This design comes from an exercise in tuning for small area, a short achievable clock period and few clock cycles on the open sky130 flow, not from production work. RTL that was checked went through simulation tests only; none was proved equivalent to the original. Power is estimated from default activity; no workload was simulated.

Design rk_gpio, start of the top module:
module rk_gpio (
    input              clk,
    input              rst,
    input              cmd_valid,
    output             cmd_ready,
    input      [31:0]  cmd_desc,
    input      [31:0]  cmd_data,
    output             rsp_valid,
    output     [2:0]   rsp_status,
    output     [31:0]  rsp_data,
    output             disp_valid,
    output     [7:0]   disp_irq,
    output             disp_exit,
    input      [63:0]  pad_in,
    output     [63:0]  pad_out,
    output     [63:0]  pad_oe,
    output     [63:0]  pull_en,
    output     [1:0]   bank_irq
);
    localparam ST_OK = 3'd0, ST_RANGE = 3'd1, ST_TRIG = 3'd2, ST_PULL = 3'd3,
               ST_MALFORMED = 3'd5, ST_INVREG = 3'd6, ST_GATED = 3'd7;
    wire [7:0]  op  = cmd_desc[31:24];
    wire [3:0]  fa  = cmd_desc[23:20];
    wire [3:0]  fz  = cmd_desc[19:16];
    wire [15:0] pin = cmd_desc[15:0];
    wire [7:0]  fb  = cmd_desc[15:8];
    wire [7:0]  fr  = cmd_desc[7:0];
    wire o_rd   = (op == 8'h01), o_wr  = (op == 8'h02), o_sb  = (op == 8'h03);
    wire o_wm   = (op == 8'h04) | (op == 8'h05);
    wire o_sdir = (op == 8'h10), o_slev = (op == 8'h11), o_glev = (op == 8'h12);
    wire o_pull = (op == 8'h13), o_trig = (op == 8'h14), o_req  = (op == 8'h15);
    wire o_toirq = (op == 8'h16);
    wire o_ien  = (op == 8'h20), o_idis = (op == 8'h21), o_iack = (op == 8'h22);
    wire o_wake = (op == 8'h23);
    wire o_dmx  = (op == 8'h30), o_susp = (op == 8'h40), o_res  = (op == 8'h41);
    wire o_reg  = o_rd | o_wr | o_sb;
    wire o_pin  = o_sdir | o_slev | o_glev | o_pull | o_trig | o_req | o_toirq |
                  o_ien | o_idis | o_iack | o_wake;
    wire known  = o_reg | o_wm | o_pin | o_dmx | o_susp | o_res;
  ...
Settings: LEC_CHECK=0, CAP_MARGIN=10, CORE_MARGIN=2, CORE_UTILIZATION=50, CTS_BUF_LIST=sky130_fd_sc_hd__clkbuf_16, CTS_CLUSTER_DIAMETER=100, CTS_CLUSTER_SIZE=20, SLEW_MARGIN=10; clock period 10.0 ns.
standard.sh (not shown) runs the stock make flow with config.mk's settings and CLKGATE_MAP_FILE= SYNTH_SCRIPT=/design/flow/synth_recipe.tcl, a recipe that flattens the netlist after the stock synthesis.
==> flow/flow/run.sh <==
#!/bin/bash
# The standard layout (the standard.sh, unchanged synthesis), with a timing
# repair target below the clock period, port buffers that are plain buffers,
# and cell sizing not held to the same footprint.
set -euo pipefail
bash standard.sh synth > synth.log 2>&1
bash standard.sh SETUP_SLACK_MARGIN=6.5 MATCH_CELL_FOOTPRINT=0 \
    "BUFFER_PORTS_ARGS=-buffer_cell sky130_fd_sc_hd__buf_1" finish > layout.log 2>&1
Testbench counts at the start, summed over its fixed seeds: cycles 5,593.
Next try:
--- a/flow/design.v
+++ b/flow/design.v
@@ -119,29 +119,28 @@
             dm      <= o_reg ? cmd_data : o_toirq ? {25'd0, 1'b1, pin[5:0]} : a_pm;
         end
     end
     reg [63:0] dir, dr, inten, inttype, intpol, pull, tmask, wake, saved, latch;
     reg [1:0]  clk_on;
     reg [63:0] env_q;            
     reg [63:0] s_prev;           
-    reg [1:0]  sup;              
     reg        rst_q;            
     reg        eng_act;          
+    reg        eng_idle;         
     reg        eng_bank, eng_acked;
     reg [4:0]  eng_ptr;          
     reg        rsp_v;
     reg [2:0]  rsp_st;
     reg [31:0] rsp_d;            
     reg        dsp_v, dsp_x;
     reg [5:0]  dsp_i;
     reg [1:0]  birq_q;
     wire [63:0] pad = (dir & dr) | (~dir & env_q);
     wire [63:0] s   = ~(pad ^ intpol);
-    wire [63:0] con = {{32{clk_on[1] & ~sup[1]}}, {32{clk_on[0] & ~sup[0]}}};
-    wire [63:0] lte = latch | (con & inten & inttype & ~s_prev & s);
+    wire [63:0] lte = latch | (inten & inttype & ~s_prev & s);
     wire [63:0] isr = inten & ((inttype & lte) | (~inttype & s));
     wire go    = v_q & ~eng_act;
     wire bon   = c_bank ? clk_on[1] : clk_on[0];       
     wire gchk  = c_rgok | c_pgok | c_dmx;
     wire gated = (gchk & ~bon) | (c_susp & ~(&clk_on));
     wire [2:0] ex_st = (c_mal1 | c_mal2 | c_mal3) ? ST_MALFORMED : c_inv ? ST_INVREG :
                        c_rng ? ST_RANGE : c_pul ? ST_PULL : c_trg ? ST_TRIG :
@@ -215,18 +214,18 @@
                           ({32{r_isr[j]}} & isr[j*32 +: 32]) | ({32{r_pul[j]}} & pull[j*32 +: 32]);
             glev = glev | (r_lev[j] & (|(pad[j*32 +: 32] & dm)));
         end
     end
     wire [31:0] ex_d = rval | ({32{c_toirq}} & dm) | {31'd0, glev};
     wire [63:0] n_dir, n_dr, n_inten, n_inttype, n_intpol, n_pull, n_tmask,
                 n_wake, n_saved, n_latch;
-    wire [1:0]  n_clk_on, n_sup;
+    wire [1:0]  n_clk_on, no_edge;
     generate
         for (g = 0; g < 2; g = g + 1) begin : gb
-            wire sel   = v_b[g] & ~eng_act;
+            wire sel   = v_b[g] & eng_idle;
             wire gsel  = sel & clk_on[g];                 
             wire w_dir = (gsel & c_w[0]) | rq;
             wire w_dr  = (gsel & c_w[1]) | rq;
             wire w_ien = (gsel & c_w[2]) | rq;
             wire w_ity = (gsel & c_w[3]) | rq;
             wire w_ipl = (gsel & c_w[4]) | rq;
             wire w_pul = (gsel & c_w[5]) | rq;
@@ -264,29 +263,29 @@
             assign n_wake[g*32 +: 32]    = (m_wk & V_sh) | (~m_wk & q_wk);
             assign n_inten[g*32 +: 32]   = susp ? q_wk :
                                            res  ? (q_sv | (q_isr & q_wk)) :
                                                   ((m_ien & V_sh) | (~m_ien & q_ien));
             assign n_saved[g*32 +: 32]   = (susp | rq) ? (q_ien & {32{~rq}}) : q_sv;
             assign n_latch[g*32 +: 32]   = ~clr & q_lte;
             assign n_clk_on[g] = rq | res | (susp ? (|q_wk) : clk_on[g]);
-            assign n_sup[g]    = dmx;
+            assign no_edge[g]  = dmx | ~clk_on[g];
         end
     endgenerate
     wire v_n   = ready_q ? cmd_valid : (v_q & ~go);
     wire bank_n = ld ? (o_pin ? pin[5] : fb[0]) : c_bank;
     wire eng_n = dmx_go & multi;
     assign ld  = ~(eng_act & v_q);
     always @(posedge clk) begin
         env_q  <= pad_in;
-        s_prev <= s;
+        s_prev <= s | {{32{no_edge[1]}}, {32{no_edge[0]}}};
         rst_q  <= rst;
         birq_q <= {|isr[63:32], |isr[31:0]};
         dir <= n_dir;  dr <= n_dr;  inten <= n_inten;  inttype <= n_inttype;
         intpol <= n_intpol;  pull <= n_pull;  tmask <= n_tmask;  wake <= n_wake;
-        saved <= n_saved;  latch <= n_latch;  clk_on <= n_clk_on;  sup <= n_sup;
+        saved <= n_saved;  latch <= n_latch;  clk_on <= n_clk_on;
         if (!eng_act) begin
             rsp_st <= ex_st;
             rsp_d  <= ex_d;
         end
         dsp_x  <= top_x & ~(eng_act & eng_acked);
         dsp_i  <= {dbank, top};
         if (dmx_go) begin
@@ -295,20 +294,22 @@
             eng_acked <= (eng_act & eng_acked) | top_x;
         end
         if (rst) begin
             ready_q <= 1'b1;
             v_q     <= 1'b0;
             v_b     <= 2'b00;
             eng_act <= 1'b0;
+            eng_idle <= 1'b1;
             rsp_v   <= 1'b0;
             dsp_v   <= 1'b0;
         end else begin
             v_q     <= v_n;
             v_b     <= {v_n & bank_n, v_n & ~bank_n};
             eng_act <= eng_n;
+            eng_idle <= ~eng_n;
             ready_q <= ~(eng_n & v_n);
             rsp_v   <= (go & ~(x_dmx & multi)) | (eng_act & ~multi);
             dsp_v   <= dmx_go & any;
         end
     end
     assign cmd_ready  = ready_q;
     assign rsp_valid  = rsp_v;
- setup slack loses 67 ps
- wire length rose by 3.0%
- maximum frequency goes down by 1.9%
- count of clock-buffer cells in the layout goes down by 2
- clock skew is about the same
- total power grows by 1.1%
- combinational power goes up by about 6%
- final cell count went up by 4.0%
- sequential share of layout area shrinks by 1.0 points
The RTL of the second run of this note was laid out without a check of its function.

==> port drivers added, routing unchanged <==
In the flow no input, the clock included, has a driving cell. The finished layouts below were timed again as built, in two steps. Step 1, drivers: a clkbuf_16 drives clk and a buf_2 each remaining input, both assumed. Step 2 adds t to the input delays and takes it off the output delays; t is the mean of the earliest and latest rising clock arrival at the registers after step 1. Input paths then give back, and output paths get back, about the clock's delay inside the block. Three values: ideal, step 1, step 2; two values: the first two.
run | t (ns) | setup slack, ns | latest minus earliest clock arrival (ns)
the first run | 0.757 | 6.454 / 6.436 / 5.947 | 0.036 / 0.036
the second run | 0.769 | 6.387 / 6.387 / 5.774 | 0.035 / 0.036
After both steps every run listed still meets setup and hold. For the second run, which loses most, drivers alone change the setup slack by 0.000 ns; drivers and shift together by -0.613 ns.
